This is an optimization exercise on Yosys and OpenROAD, whose aim is small area and few clock cycles, not a production implementation.
Only simulation tests tie the RTL to the original design; equivalence was not proved.
Power is estimated from default activity; no workload was simulated.

==> design/flow/design.v <==
module ups_q1 (
    input  wire        clk,
    input  wire        rst,
    input  wire        t_valid,
    input  wire [31:0] t_req,
    input  wire        t_byte_valid,
    input  wire [7:0]  t_byte,
    output wire        t_ready,
    input  wire        h_valid,
    input  wire [31:0] h_req,
    output wire        h_ready,
    output reg         h_resp_valid,
    output reg  [3:0]  h_resp_status,
    output reg  [31:0] h_resp_data,
    output reg         tx_valid,
    output reg  [2:0]  tx_len,
    output reg  [55:0] tx_bytes,
    output reg         evt_valid,
    output reg  [3:0]  evt_code,
    output reg  [31:0] evt_info
);
    localparam [31:0] PARAMS_WORD = 32'h0001_4040;
    localparam [1:0] ACC_IDLE   = 2'd0;
    localparam [1:0] ACC_STATUS = 2'd1;
    localparam [1:0] ACC_RATING = 2'd2;
    localparam [3:0] E_INVALID_ARG = 4'd1;
    localparam [3:0] E_UNEXPECTED  = 4'd2;
    localparam [3:0] E_OVERLAP     = 4'd3;
    localparam [3:0] E_DECODE      = 4'd4;
    localparam [3:0] E_ILLEGAL     = 4'd5;
    localparam [3:0] EV_DECODED    = 4'd8;
    localparam [1:0] P_DEC  = 2'd0;
    localparam [1:0] P_PCT  = 2'd1;
    localparam [1:0] P_FLAG = 2'd2;
    reg [1:0]  acc_state;
    reg [15:0] frame_len;
    reg        ovf;
    reg [19:0] st_in_v, st_in_fault_v, st_out_v;
    reg [9:0]  st_out_i;
    reg [15:0] st_in_f, st_batt_v;
    reg [7:0]  st_flags;
    reg        st_written;
    reg [19:0] rt_v, rt_batt_v, rt_f;
    reg [9:0]  rt_i;
    reg        rt_written;
    reg [15:0] stat_seq, rate_seq;
    reg [31:0] last_err;
    reg [19:0] sg0, sg1, sg2;
    reg [9:0]  sg3;
    reg [15:0] sg4, sg5;
    reg [16:0] p_mant;
    reg [2:0]  p_scale;
    reg        p_started, p_pad, p_dot, p_dig, p_bad;
    reg [2:0]  fdone;       
    reg        badf;        
    reg [7:0]  rem;         
    reg [3:0]  pos;         
    reg        c_disc;      
    reg        c_app;       
    reg        c_perr;      
    reg        c_term;      
    reg        ev_v, ev_dec, ev_kind;
    wire [3:0] h_op  = h_req[31:28];
    wire [3:0] h_sel = h_req[27:24];
    wire [7:0] h_n   = h_req[7:0];
    wire [7:0] h_m   = h_req[15:8];
    wire [7:0] h_idx = h_req[7:0];
    wire h_is_cmd   = (h_op == 4'h2) && (h_req[23:16] == 8'd0) &&
                      ((((h_sel <= 4'd3) || (h_sel == 4'd6)) && h_n == 8'd0 && h_m == 8'd0) ||
                       ((h_sel == 4'd4) && h_m == 8'd0) ||
                       (h_sel == 4'd5));
    wire h_is_close = (h_op == 4'h3) && (h_req[27:0] == 28'd0);
    wire h_is_read  = (h_op == 4'h4) && (h_req[27:8] == 20'd0);
    function [17:0] time_token;
        input [7:0] t;
        begin
            if (t < 8'd2 || t > 8'd100)
                time_token = {1'b1, 1'b0, 16'h0000};
            else if (t < 8'd10)
                time_token = {1'b0, 1'b1, 8'h30 + t, 8'h30};
            else if (t == 8'd100)
                time_token = {1'b0, 1'b1, 8'h30, 8'h31};
            else
                time_token = {1'b0, 1'b0, 8'h00, 8'h30 + t / 8'd10};
        end
    endfunction
    wire [17:0] tok_n = time_token(h_n);
    wire [17:0] tok_m = time_token(h_m);
    reg        cmd_fail;
    reg        cmd_arg;
    reg [2:0]  cmd_len;
    reg [55:0] cmd_bytes;
    always @* begin
        cmd_fail  = 1'b0;
        cmd_arg   = 1'b0;
        cmd_len   = 3'd0;
        cmd_bytes = 56'd0;
        case (h_sel)
            4'd0: begin cmd_len = 3'd2; cmd_bytes[15:0] = {8'h0D, 8'h51}; end
            4'd1: begin cmd_len = 3'd2; cmd_bytes[15:0] = {8'h0D, 8'h54}; end
            4'd2: begin cmd_len = 3'd2; cmd_bytes[15:0] = {8'h0D, 8'h46}; end
            4'd3: begin cmd_len = 3'd3; cmd_bytes[23:0] = {8'h0D, 8'h53, 8'h51}; end
            4'd6: begin cmd_len = 3'd2; cmd_bytes[15:0] = {8'h0D, 8'h43}; end
            4'd4: begin
                if (tok_n[17]) begin
                    cmd_fail = 1'b1;
                end else if (!tok_n[16]) begin
                    cmd_len = 3'd3; cmd_bytes[23:0] = {8'h0D, tok_n[7:0], 8'h53};
                end else begin
                    cmd_len = 3'd4; cmd_bytes[31:0] = {8'h0D, tok_n[15:0], 8'h53};
                end
            end
            4'd5: begin
                if (tok_n[17]) begin
                    cmd_fail = 1'b1;
                end else if (tok_m[17]) begin
                    cmd_fail = 1'b1;
                    cmd_arg  = 1'b1;
                end else begin
                    case ({tok_n[16], tok_m[16]})
                        2'b00: begin cmd_len = 3'd5;
                            cmd_bytes[39:0] = {8'h0D, tok_m[7:0], 8'h52, tok_n[7:0], 8'h53}; end
                        2'b01: begin cmd_len = 3'd6;
                            cmd_bytes[47:0] = {8'h0D, tok_m[15:0], 8'h52, tok_n[7:0], 8'h53}; end
                        2'b10: begin cmd_len = 3'd6;
                            cmd_bytes[47:0] = {8'h0D, tok_m[7:0], 8'h52, tok_n[15:0], 8'h53}; end
                        default: begin cmd_len = 3'd7;
                            cmd_bytes = {8'h0D, tok_m[15:0], 8'h52, tok_n[15:0], 8'h53}; end
                    endcase
                end
            end
            default: ;
        endcase
    end
    reg        rd_ok;
    reg [31:0] rd_word;
    always @* begin
        rd_ok   = h_is_read;
        rd_word = 32'd0;
        case ({h_is_read, h_idx})
            9'h100: rd_word = {frame_len, 13'd0, ovf, acc_state};
            9'h101: rd_word = last_err;
            9'h102: rd_word = {16'd0, stat_seq};
            9'h103: rd_word = {16'd0, rate_seq};
            9'h104: rd_word = PARAMS_WORD;
            9'h110: rd_word = {12'd0, st_in_v};
            9'h111: rd_word = {12'd0, st_in_fault_v};
            9'h112: rd_word = {12'd0, st_out_v};
            9'h113: rd_word = {13'd0, st_written, 8'd0, st_out_i};
            9'h114: rd_word = {13'd0, st_in_f[15:14], 3'd0, st_in_f[13:0]};
            9'h115: rd_word = {13'd0, st_batt_v[15:14], 3'd0, st_batt_v[13:0]};
            9'h116: rd_word = {24'd0, st_flags};
            9'h120: rd_word = {12'd0, rt_v};
            9'h121: rd_word = {13'd0, rt_written, 8'd0, rt_i};
            9'h122: rd_word = {12'd0, rt_batt_v};
            9'h123: rd_word = {12'd0, rt_f};
            default: rd_ok = 1'b0;
        endcase
    end
    wire h_cmd_ok = h_is_cmd && !cmd_fail;
    wire h_ok     = h_cmd_ok || h_is_close || rd_ok;
    wire h_evt    = !h_ok;
    wire h_rd01   = h_idx[7:1] == 7'd0;
    wire in_pay = (rem != 8'd0);
    assign h_ready = !in_pay || h_cmd_ok || (rd_ok && !h_rd01);
    assign t_ready = in_pay || !(h_valid && h_evt);
    wire h_fire  = h_valid && h_ready;
    wire tw_fire = t_valid && !in_pay && !(h_valid && h_evt);
    wire tb_fire = t_byte_valid && in_pay;
    wire [7:0] tw_len   = t_req[7:0];
    wire       tw_legal = (t_req[31:28] == 4'h1) && (t_req[27:8] == 20'd0) && (tw_len <= 8'd64);
    always @* begin
        h_resp_valid  = h_fire;
        h_resp_status = h_ok ? 4'd0 : (h_is_cmd ? E_INVALID_ARG : E_ILLEGAL);
        h_resp_data   = rd_word;
        tx_valid      = h_fire && h_cmd_ok;
        tx_len        = cmd_len;
        tx_bytes      = cmd_bytes;
        evt_valid     = ev_v;
        evt_code      = ev_dec ? EV_DECODED : last_err[3:0];
        evt_info      = ev_dec ? {27'd0, ev_kind, EV_DECODED} : last_err;
    end
    wire       b_first  = (pos == 4'd0);
    wire       b_last   = (rem == 8'd1);
    wire       b_status = (t_byte == 8'h28);
    wire       b_rating = (t_byte == 8'h23);
    wire       b_marker = b_status || b_rating;
    wire       idle     = (acc_state == ACC_IDLE);
    wire       cls      = b_first && !c_disc;           
    wire       b_start  = cls && b_marker;
    wire       b_unexp  = cls && idle && !b_marker;
    wire       b_ovl    = cls && !idle && b_marker;
    wire       b_disc   = c_disc || b_unexp;
    wire       b_app    = cls ? (!idle && !b_marker) : c_app;
    wire       b_term   = c_term || (b_app && (pos == 4'd7) && (t_byte == 8'h00));
    wire       b_decode = b_app && b_term;
    wire       kind = acc_state[1];
    wire [5:0] off  = frame_len[5:0];
    wire       low  = (frame_len[15:6] == 10'd0);
    reg        f_in, f_first, f_last;
    reg [2:0]  f_idx;
    reg [1:0]  f_type;
    always @* begin
        f_in = 1'b0; f_first = 1'b0; f_last = 1'b0; f_idx = 3'd0; f_type = P_DEC;
        if (!kind) begin
            if (off >= 6'd1 && off <= 6'd5) begin
                f_in = 1'b1; f_idx = 3'd0; f_first = (off == 6'd1); f_last = (off == 6'd5);
            end else if (off >= 6'd7 && off <= 6'd11) begin
                f_in = 1'b1; f_idx = 3'd1; f_first = (off == 6'd7); f_last = (off == 6'd11);
            end else if (off >= 6'd13 && off <= 6'd17) begin
                f_in = 1'b1; f_idx = 3'd2; f_first = (off == 6'd13); f_last = (off == 6'd17);
            end else if (off >= 6'd19 && off <= 6'd21) begin
                f_in = 1'b1; f_idx = 3'd3; f_first = (off == 6'd19); f_last = (off == 6'd21);
                f_type = P_PCT;
            end else if (off >= 6'd23 && off <= 6'd26) begin
                f_in = 1'b1; f_idx = 3'd4; f_first = (off == 6'd23); f_last = (off == 6'd26);
            end else if (off >= 6'd28 && off <= 6'd31) begin
                f_in = 1'b1; f_idx = 3'd5; f_first = (off == 6'd28); f_last = (off == 6'd31);
            end else if (off >= 6'd38 && off <= 6'd45) begin
                f_in = 1'b1; f_idx = 3'd6; f_first = (off == 6'd38); f_last = (off == 6'd45);
                f_type = P_FLAG;
            end
        end else begin
            if (off >= 6'd1 && off <= 6'd5) begin
                f_in = 1'b1; f_idx = 3'd0; f_first = (off == 6'd1); f_last = (off == 6'd5);
            end else if (off >= 6'd7 && off <= 6'd9) begin
                f_in = 1'b1; f_idx = 3'd1; f_first = (off == 6'd7); f_last = (off == 6'd9);
                f_type = P_PCT;
            end else if (off >= 6'd11 && off <= 6'd15) begin
                f_in = 1'b1; f_idx = 3'd2; f_first = (off == 6'd11); f_last = (off == 6'd15);
            end else if (off >= 6'd17 && off <= 6'd21) begin
                f_in = 1'b1; f_idx = 3'd3; f_first = (off == 6'd17); f_last = (off == 6'd21);
            end
        end
        f_in = f_in && low;
    end
    wire [7:0] c      = t_byte;
    wire       c_dig  = (c >= 8'h30) && (c <= 8'h39);
    wire       c_sp   = (c == 8'h20);
    wire       c_pad  = c_sp || (c == 8'h0D) || (c == 8'h00);
    wire       c_pt   = (c == 8'h2E);
    wire       c_bit  = (c[7:1] == 7'h18);
    wire [16:0] m0 = f_first ? 17'd0 : p_mant;
    wire [2:0]  s0 = f_first ? 3'd0  : p_scale;
    wire        st0 = !f_first && p_started;
    wire        pd0 = !f_first && p_pad;
    wire        dt0 = !f_first && p_dot;
    wire        dg0 = !f_first && p_dig;
    wire        bd0 = !f_first && p_bad;
    reg [16:0] m1;
    reg [2:0]  s1;
    reg        st1, pd1, dt1, dg1, bd1;
    always @* begin
        m1 = m0; s1 = s0; st1 = st0; pd1 = pd0; dt1 = dt0; dg1 = dg0; bd1 = bd0;
        if (f_type == P_FLAG) begin
            m1  = {m0[15:0], c[0]};
            dg1 = 1'b1;
            bd1 = bd0 || !c_bit;
        end else if (st0 || !c_sp) begin
            st1 = 1'b1;
            if (c_pad) begin
                pd1 = 1'b1;
            end else begin
                if (pd0) bd1 = 1'b1;
                if (c_dig) begin
                    m1  = {m0[13:0], 3'd0} + {m0[15:0], 1'b0} + {13'd0, c[3:0]};
                    dg1 = 1'b1;
                    s1  = s0 + {2'd0, dt0};
                end else if (c_pt && !dt0 && f_type == P_DEC) begin
                    dt1 = 1'b1;
                end else begin
                    bd1 = 1'b1;
                end
            end
        end
    end
    wire f_ok = dg1 && !bd1;
    wire [2:0] fdone_n = (f_in && f_last && !badf && f_ok) ? fdone + 3'd1 : fdone;
    wire       badf_n  = badf || (f_in && f_last && !f_ok);
    wire [2:0] nfields = kind ? 3'd4 : 3'd7;
    wire       dec_ok  = !badf_n && (fdone_n == nfields);
    always @(posedge clk) begin
        if (tw_fire) begin
            pos    <= 4'd0;
            c_disc <= !tw_legal;
            c_app  <= 1'b0;
            c_perr <= !tw_legal;
            c_term <= 1'b0;
        end else if (tb_fire) begin
            if (pos != 4'd8) pos <= pos + 4'd1;
            c_disc <= b_disc;
            c_app  <= b_app;
            c_perr <= c_perr || b_unexp || b_ovl;
            c_term <= b_term;
        end
        if (tb_fire && !b_disc) begin
            if (b_start) begin
                fdone <= 3'd0;
                badf  <= 1'b0;
            end else if (f_in) begin
                p_mant    <= m1;
                p_scale   <= s1;
                p_started <= st1;
                p_pad     <= pd1;
                p_dot     <= dt1;
                p_dig     <= dg1;
                p_bad     <= bd1;
                fdone     <= fdone_n;
                badf      <= badf_n;
                if (f_last) begin
                    case (f_idx)
                        3'd0: sg0 <= {s1, m1};
                        3'd1: sg1 <= {s1, m1};
                        3'd2: sg2 <= {s1, m1};
                        3'd3: sg3 <= m1[9:0];
                        3'd4: sg4 <= {s1[1:0], m1[13:0]};
                        3'd5: sg5 <= {s1[1:0], m1[13:0]};
                        default: ;
                    endcase
                end
            end
        end
    end
    wire [16:0] fin_mant  = f_in ? m1 : p_mant;
    wire [2:0]  fin_scale = f_in ? s1 : p_scale;
    always @(posedge clk) begin
        if (rst) begin
            acc_state     <= ACC_IDLE;
            frame_len     <= 16'd0;
            ovf           <= 1'b0;
            st_in_v       <= 20'd0;
            st_in_fault_v <= 20'd0;
            st_out_v      <= 20'd0;
            st_out_i      <= 10'd0;
            st_in_f       <= 16'd0;
            st_batt_v     <= 16'd0;
            st_flags      <= 8'd0;
            st_written    <= 1'b0;
            rt_v          <= 20'd0;
            rt_i          <= 10'd0;
            rt_batt_v     <= 20'd0;
            rt_f          <= 20'd0;
            rt_written    <= 1'b0;
            stat_seq      <= 16'd0;
            rate_seq      <= 16'd0;
            last_err      <= 32'd0;
            rem           <= 8'd0;
            ev_v          <= 1'b0;
        end else begin
            ev_v <= 1'b0;
            if (h_fire) begin
                if (h_is_close) begin
                    acc_state <= ACC_IDLE;
                    frame_len <= 16'd0;
                    ovf       <= 1'b0;
                end
                if (h_evt) begin
                    last_err <= h_is_cmd ? {19'd0, cmd_arg, h_sel[2:0], 5'd0, E_INVALID_ARG}
                                         : {8'd0, h_req[31:24], 12'd0, E_ILLEGAL};
                    ev_v     <= 1'b1;
                    ev_dec   <= 1'b0;
                end
            end
            if (tw_fire) begin
                rem <= tw_len;
                if (!tw_legal) begin
                    last_err <= {8'd0, t_req[31:24], 12'd0, E_ILLEGAL};
                    if (tw_len == 8'd0) begin
                        ev_v   <= 1'b1;
                        ev_dec <= 1'b0;
                    end
                end
            end
            if (tb_fire) begin
                rem <= rem - 8'd1;
                if (b_unexp)
                    last_err <= {8'd0, t_byte, 12'd0, E_UNEXPECTED};
                if (b_ovl)
                    last_err <= {18'd0, acc_state == ACC_RATING, 8'd0, b_rating, E_OVERLAP};
                if (!b_disc) begin
                    if (b_start) begin
                        acc_state <= b_rating ? ACC_RATING : ACC_STATUS;
                        frame_len <= 16'd1;
                        ovf       <= 1'b0;
                    end else begin
                        if (!low) ovf <= 1'b1;
                        if (frame_len != 16'hFFFF) frame_len <= frame_len + 16'd1;
                    end
                end
                if (b_last) begin
                    if (c_perr || b_unexp || b_ovl) begin
                        ev_v   <= 1'b1;
                        ev_dec <= 1'b0;
                    end
                    if (b_decode) begin
                        acc_state <= ACC_IDLE;
                        frame_len <= 16'd0;
                        ovf       <= 1'b0;
                        ev_v      <= 1'b1;
                        ev_dec    <= dec_ok;
                        ev_kind   <= kind;
                        if (!dec_ok) begin
                            last_err <= {23'd0, !badf_n, fdone_n, kind, E_DECODE};
                        end else if (!kind) begin
                            st_in_v       <= sg0;
                            st_in_fault_v <= sg1;
                            st_out_v      <= sg2;
                            st_out_i      <= sg3;
                            st_in_f       <= sg4;
                            st_batt_v     <= sg5;
                            st_flags      <= fin_mant[7:0];
                            st_written    <= 1'b1;
                            stat_seq      <= stat_seq + 16'd1;
                        end else begin
                            rt_v       <= sg0;
                            rt_i       <= sg1[9:0];
                            rt_batt_v  <= sg2;
                            rt_f       <= {fin_scale, fin_mant};
                            rt_written <= 1'b1;
                            rate_seq   <= rate_seq + 16'd1;
                        end
                    end
                end
            end
        end
    end
endmodule
==> design/flow/run.sh <==
#!/bin/bash
# synth_recipe.tcl (not shown) runs the flow's synth.tcl, then flattens the netlist and writes it again
# the make line also repeats each setting of config.mk as NAME=value (left out here)
make -C /OpenROAD-flow-scripts/flow DESIGN_CONFIG=/design/flow/config.mk WORK_HOME=/design/flow/orfs CLKGATE_MAP_FILE= SYNTH_SCRIPT=/design/flow/synth_recipe.tcl finish
==> design/flow/config.mk <==
export PLATFORM = sky130hd
export DESIGN_NAME = ups_q1
export DESIGN_NICKNAME = ups_q1
export VERILOG_FILES = /design/flow/design.v
export SDC_FILE = /design/flow/constraint.sdc
export NUM_CORES = 4
export LEC_CHECK = 0
export CAP_MARGIN = 20
export CORE_MARGIN = 2
export CORE_UTILIZATION = 40
export SLEW_MARGIN = 20
==> design/flow/constraint.sdc <==
create_clock -name core_clock -period 12.0 [get_ports {clk}]
set_input_delay 2.4000 -clock core_clock [delete_from_list [all_inputs] [get_ports {clk}]]
set_output_delay 2.4000 -clock core_clock [all_outputs]
set_load 0.01 [all_outputs]
==> run summary <==
Final Hold Viols 0; Post-synth EDFFs 135; synth unique cells 89; FF-to-FF Start frame_len[0]; R2R depth 19; top post-synthesis cells by count nand2_1 (473), a21oi_1 (281), dfxtp_1 (280); FF+latch area 0.00966 mm2; Max-slew headroom 21.5%; vias in the first global route 18.2k; DIE AREA 0.0550 mm2; final hold slack 454 ps; DRC 0; Initial Util 40.5%; DP Wirelength 50.0 mm; depth of the CTS H-tree 2; required time of the critical path 9600 ps; critical-path maximum fanout 13; Post-Route Skew 22.2 ps; synth top area cells dfxtp_1 (26%), edfxtp_1 (19%), nand2_1 (8.3%); min Tclk post-route 9740 ps; Synth Area in Simple Gates 22.1%; Setup TNS Final 0 ps; WL/cell 22.0 um; flops & latches, synth 415; Worst setup EP type primary output; CTS Buf Count 45; postcts setup bufs 0; Hold/Removal Path Class register to register; outcome no timing/DRC/antenna violations; CP Class input port to primary output; # IOs 213; hold bufs inserted after CTS 0; number of max-cap violations 0; proportion of synthesized area in mux cells 1.52%; Yosys warning count 1; fin crit share 81.2%; Max Clock Freq 0.103 GHz; Synth Area in XOR/XNOR 1.40%; area of the multi-input gates 0.0107 mm2; clk sinks 415; Worst VDD drop 0.000102 V; crit path to h_resp_data[11]; top-area cell type share of the netlist area 26.4%; R2R Path End rt_f[14]; number of DRC markers in iteration 0 2260; RSZ-0062 raised after global routing false; Slew @ Worst Pin 1180 ps; Setup crit start kind input port; drt first pass iters 8; Placed Area 0.0237 mm2; GR Util met1 33.0%; final-stage net count 2696; post-route cell area 0.0251 mm2; met3 Usage GRT 4.18%; Tot GR Track Use 25.4%; ys flop type dfxtp_1; Worst-Skew Late Latency 590 ps; initial antenna violation count 0; core box area 0.0526 mm2; routed via count 19.6k; Synth area leader dfxtp_1; Filler Cell Count 5036; FP Rows 84; CTS resizes 0; largest net degree at the start of global routing 196; register-to-register setup slack 5380 ps; share of cells above drive strength 1 7.03%; ys async rst share 0%; mapped cell area 0.0213 mm2; Final Non-Filler Cells 3291; final setup fails 0; post-synthesis cell count 2458; die width 235 um; post-route ant nets 0; average cell area after synthesis 8.65 um2; routed vias/inst 5.97; clk buf depth 3; Antenna diodes 0; leakage 8.61 nW; port buffer count 195; DIE HEIGHT 235 um; CTS tree yes; Seq/Total Area, Yosys 45.4%; Total Wirelength 72.3 mm; DP Cell Count 3207; Critical path origin h_req[12]; Most Used Layer, Global Route met2; gpl congestion 0.896; Adder-Cell Fraction of Synth Area 3.28%; CP arrival 7340 ps; first-pass GRT wire length 108 mm; total gr overflow 0; power density over cell area 178 mW/mm2; met2 GRT Util 43.0%; area grow syn2layout 18.2%; Final Slew Violations 0; Reg clk slew, reported paths 60 ps; Synth Area in Compound Gates 21.2%; CTS Root Cell clkbuf_16; most common cell in the netlist nand2_1; largest family of logic cells by synthesized area simple AND/OR/NAND/NOR gates
==> cell families after synthesis <==
| group | count (synthesis) |
|---|---|
| and+or+nand+nor | 989 |
| DFF | 415 |
| xor gates and xnor gates | 34 |
| muxes | 29 |
| other | 1 |
| AOI/OAI and AO/OA | 688 |
| adders and majority gates | 55 |
| buffers and inverters | 247 |
==> worst max-delay path: stages <==
cell	delay, ps
clkdlybuf4s50_1	550
inv_1	240
ha_1	170
or3b_2	450
nand3b_1	240
nor4_1	580
and2_1	230
nand2_1	110
nor2_1	890
buf_4	410
a22o_1	180
a221oi_1	40
nand4_1	220
clkdlybuf4s50_1	600
==> state kept, by name (all words and copies together), names as in the netlist, 10 cells and up <==
signal / cells
frame_len: 16
st_in_fault_v: 20
st_out_i: 10
rt_f: 20
stat_seq: 16
p_mant: 17
st_in_f: 16
sg1: 20
sg5: 16
st_batt_v: 16
st_out_v: 20
sg0: 20
last_err: 32
rt_v: 20
sg3: 10
rt_i: 10
sg2: 20
st_in_v: 20
rate_seq: 16
rt_batt_v: 20
sg4: 16
==> per-layer routing <==
| metal | vias up | routed length (um) |
|---|---|---|
| li1 | 9121 | - |
| met1 | 9517 | 29900 |
| met2 | 875 | 33900 |
| met3 | 126 | 6150 |
| met4 | 0 | 2330 |
| met5 | - | 0 |
==> stage by stage <==
stage | setup slack (ps) | power [mW] | util [%]
2_1_floorplan | 4110 | 2.63 | -
3_3_place_gp | 2470 | 3.06 | 45.0
3_5_place_dp | 2420 | 3.09 | 45.0
4_1_cts | 2400 | 4.48 | 47.9
5_1_grt | 2070 | 4.68 | 47.9
6_report | 2260 | 4.47 | 47.9
==> report_power, final <==
| part | switching [mW] | internal, mW | total, mW |
|---|---|---|---|
| registers | 0.0835 | 1.60 | 1.69 |
| clock network | 0.583 | 0.812 | 1.39 |
| logic | 0.843 | 0.544 | 1.39 |
| total | 1.51 | 2.96 | 4.47 |
==> area by class of cell <==
| class | count | share of cell area [%] |
|---|---|---|
| clock buffers | 64 | 5.08 |
| inverters | 59 | 0.881 |
| flip-flops and latches | 415 | 38.4 |
| clock inverters | 20 | 0.811 |
| multi-input cells | 1812 | 42.4 |
| well taps | 688 | 3.42 |
| repair buffers | 233 | 8.95 |
==> worst min-delay path by stage <==
| stage | startpoint | endpoint | slack, ps | cells past startpoint |
|---|---|---|---|---|
| 2_1_floorplan | rt_f[16] | rt_f[16] | 430 | 2 |
| 3_3_place_gp | st_in_f[5] | st_in_f[5] | 440 | 2 |
| 3_5_place_dp | st_in_f[5] | st_in_f[5] | 440 | 2 |
| 4_1_cts | st_in_f[5] | st_in_f[5] | 450 | 2 |
| 5_1_grt | st_in_f[4] | st_in_f[4] | 470 | 2 |
| 6_report | rt_batt_v[3] | rt_batt_v[3] | 450 | 2 |
==> cell usage in the layout, fill, tap and decap left out, types with 17 or more instances in the layout <==
| cell type | count |
|---|---|
| nand2_1 | 473 |
| or3_1 | 22 |
| a31oi_1 | 21 |
| o31ai_1 | 20 |
| dfxtp_1 | 280 |
| a22o_1 | 34 |
| a222oi_1 | 28 |
| conb_1 | 17 |
| o21ai_0 | 78 |
| nand3_1 | 46 |
| buf_4 | 37 |
| mux2_2 | 26 |
| and3_1 | 60 |
| a221oi_1 | 34 |
| xnor2_1 | 26 |
| a21oi_1 | 281 |
| clkbuf_16 | 46 |
| clkdlybuf4s50_1 | 194 |
| a21o_1 | 20 |
| nor3_1 | 41 |
| and2_1 | 21 |
| nor4_1 | 23 |
| nand4_1 | 26 |
| nor2b_1 | 46 |
| ha_1 | 51 |
| inv_1 | 57 |
| a22oi_1 | 59 |
| nor2_1 | 133 |
| edfxtp_1 | 135 |
Testbench counts, summed over its fixed seeds: cycles 9,304.

afterwards: timing with drivers on the ports:
Ports are ideal in the flow. The routed layout listed here was re-timed in OpenROAD. Step 1 (the two cells are an assumption about what drives the block):
set clk [get_ports {clk}]
set_driving_cell -lib_cell sky130_fd_sc_hd__clkbuf_16 $clk
set_driving_cell -lib_cell sky130_fd_sc_hd__buf_2 [delete_from_list [all_inputs] $clk]
Step 2, shift: input delay + t, output delay - t, t = (earliest + latest rising clock arrival at the registers) / 2. This alone moves slack from input paths to output paths. a / b / c = no drivers / after step 1 / after step 2; a / b = the first two.
t, ns: 0.637
setup WS [ns]: 2.262 / 2.237 / 2.237
latest minus earliest clock arrival (ns): 0.028 / 0.027
After both steps this run still meets setup and hold. For this run, drivers alone change the setup slack by -0.025 ns; drivers and shift together by -0.025 ns.
